Context: an optimization exercise on an open-source flow, tuned for small area, a short achievable clock period and few clock cycles. The choices shown serve that exercise and are no tape-out recipe. Function was checked by simulation only, so behaviour that the tests miss may differ from the original. Power and IR drop assume default switching activity.

Design tans_enc, start of the top module:
module tans_enc (
    input  wire        clk,
    input  wire        rst,         
    input  wire        in_valid,
    output wire        in_ready,
    input  wire        in_init,     
    input  wire [7:0]  in_sym,
    input  wire [4:0]  in_lane,
    output wire        t_rd,
    output wire [7:0]  t_addr,
    input  wire [11:0] t_freq,
    input  wire [11:0] t_cum,
    output reg         w_valid,
    output wire [15:0] w_data,
    output wire        idle,
    output reg         sym_err,     
    output reg  [7:0]  err_sym,     
    input  wire [4:0]  x_lane,
    output wire [26:0] x_out
);
Size: ~4,200 cells after synthesis, roughly 1,200 flip-flops, about 110 I/O pins, roughly 54,000 µm² of cells after synthesis.
Settings: LEC_CHECK=0, CAP_MARGIN=20, CORE_MARGIN=2, CORE_UTILIZATION=40, CTS_CLUSTER_DIAMETER=120, CTS_CLUSTER_SIZE=22, SETUP_SLACK_MARGIN=3.8, SLEW_MARGIN=20; clock period 10.0 ns.
run.sh (not shown) runs the stock make flow with config.mk's settings and CLKGATE_MAP_FILE= SYNTH_SCRIPT=/design/flow/synth_recipe.tcl, a recipe that flattens the netlist after the stock synthesis.
Testbench counts at the start, summed over its fixed seeds: cycles 5,190.
Then changed:
--- a/flow/config.mk
+++ b/flow/config.mk
@@ -11,4 +11,5 @@
 export CTS_CLUSTER_DIAMETER = 120
 export CTS_CLUSTER_SIZE = 22
-export SETUP_SLACK_MARGIN = 3.8
+export SETUP_SLACK_MARGIN = 3.5
 export SLEW_MARGIN = 20
+export TNS_END_PERCENT = 10
Outcome:
- sequential cell count does not change
- routed wire length falls by a few percent
- final cell count went down slightly
- critical path depth is lower by 2
- fmax went down slightly
Then changed:
--- a/flow/config.mk
+++ b/flow/config.mk
@@ -13,3 +13,3 @@
 export SETUP_SLACK_MARGIN = 3.5
 export SLEW_MARGIN = 20
-export TNS_END_PERCENT = 10
+export TNS_END_PERCENT = 0
=>
- die area stays the same
- via count falls by 0.37%
- power barely changes
- cell count barely changes
- wire length is about the same
- global-route usage stays flat
- count of clock-buffer cells in the layout is unchanged
- cell area is about the same
- setup slack loses 0.025 ns
Then changed:
--- a/flow/config.mk
+++ b/flow/config.mk
@@ -13,3 +13,2 @@
 export SETUP_SLACK_MARGIN = 3.5
 export SLEW_MARGIN = 20
-export TNS_END_PERCENT = 0
What happened:
- The changed run passed the timing, design-rule and antenna checks
- cell count hardly moves
- combinational power hardly moves
- core utilization increases by 0.11 points
- via count is about the same
- first-iteration DRC count rises by 4.4%
- maximum frequency goes up by 1.4%
- setup slack improves by 0.093 ns
- cell area is about the same

---

## run 1
Another version of the RTL of tans_enc (not shown whole).
Size in the first run: roughly 110 I/O pins, roughly 56000 um2 of cells after synthesis.
Settings: LEC_CHECK=0, CAP_MARGIN=20, CORE_MARGIN=2, CORE_UTILIZATION=40, SETUP_SLACK_MARGIN=3.0, SLEW_MARGIN=20; clock period 10.0 ns.
Run 1 finished every stage and its layout cleared the timing, design-rule and antenna checks.
Testbench counts of run 1, summed over its fixed seeds: cycles 5,190.
Setup changes, run 1 to run 2
Settings: a change of CORE_UTILIZATION from 40 to 55; an added CTS_CLUSTER_DIAMETER of 120; a change of SETUP_SLACK_MARGIN from 3.0 to 3.5; an added CTS_CLUSTER_SIZE of 22; an added PLACE_DENSITY of 0.7.
Findings:
Going from run 1 to run 2, worst setup slack now sits higher, sequential share of layout area now sits higher, wire length down 9900 um, met1 demand-to-capacity share in global routing now sits higher.
For run 1, the endpoint of the worst setup timing path was x_out[10], unlike run 2, where it was x_out[15].
Looking at detail-routed via count per cell, run 2 sits 10% higher than run 1 does.
Comparing run 1 with run 2, the share of final-layout standard cells stronger than drive strength 1 came out essentially unchanged.
Run 1 and run 2 ended up with roughly the same number of remaining DRC errors.
diff inputs: run 2 => run 3
Settings: removing PLACE_DENSITY (formerly 0.7); removing CTS_CLUSTER_DIAMETER (formerly 120); removing CTS_CLUSTER_SIZE (formerly 22); changing CORE_UTILIZATION from 55 to 40.
### Flow results
First-pass GRT wire length (higher): run 3. Per the comparison of run 3 with run 2, area of the die saw an increase, share of the yosys chip area belonging to registers saw little to no change. Against run 2, run 3 reports a sequential share of cell area that is lower.
Input-level comparison between run 4 and run 3:
Settings: SETUP_SLACK_MARGIN now 4.0, was 3.5.
Clock power share: run 4 vs run 3 down 0.4 points
In run 4, sum of buffers and inverters on the critical path is higher than in run 3.
Max-slew headroom at the worst pin was lower in run 3 than in run 4.
Taking run 3 as the reference point, the via count of run 4 rises by 1332.
Run 4 against run 3: clock skew went down by 7.2 ps; routed length per placed instance rose 4.2%.

-- static timing again, ports no longer ideal --
Ports are ideal in the flow. The routed layouts listed here were re-timed in OpenROAD.
Step 1 sets driving cells, clkbuf_16 on the clock port and buf_2 on the other inputs (assumed; they add their load-dependent delay and slew).
Step 2 also shifts input and output timing later by t, the mid clock arrival at the registers, as if the neighbouring blocks saw the same clock.
a / b / c = ideal / step 1 / step 2; a / b = the first two.
run | t, ns | setup WS [ns] | hold WS [ns] | worst register clock-pin slew, ns | cell pins on the clock port's net
the first run of note 1 | 0.790 | 3.556 / 3.406 / 3.406 | 0.322 / 0.322 / 0.322 | 0.10 / 0.10 | 1
the second run of note 1 | 0.792 | 3.440 / 3.289 / 3.289 | 0.322 / 0.322 / 0.322 | 0.10 / 0.10 | 1
the third run of note 1 | 0.791 | 3.416 / 3.262 / 3.262 | 0.320 / 0.320 / 0.320 | 0.10 / 0.10 | 1
the fourth run of note 1 | 0.788 | 3.509 / 3.346 / 3.346 | 0.320 / 0.320 / 0.320 | 0.10 / 0.10 | 1
run 1 | 0.818 | 3.034 / 2.981 / 2.457 | 0.285 / 0.285 / 0.285 | 0.08 / 0.08 | 1
run 2 | 0.734 | 3.502 / 3.443 / 3.443 | 0.326 / 0.326 / 0.326 | 0.10 / 0.10 | 1
run 3 | 0.823 | 3.480 / 3.450 / 2.724 | 0.285 / 0.285 / 0.285 | 0.08 / 0.08 | 1
run 4 | 0.817 | 3.706 / 3.666 / 3.194 | 0.284 / 0.284 / 0.284 | 0.08 / 0.08 | 1
After both steps setup and hold are still met in every run listed. The setup slack of run 3, which loses most, moves by -0.030 ns with the drivers and by -0.756 ns with both steps.
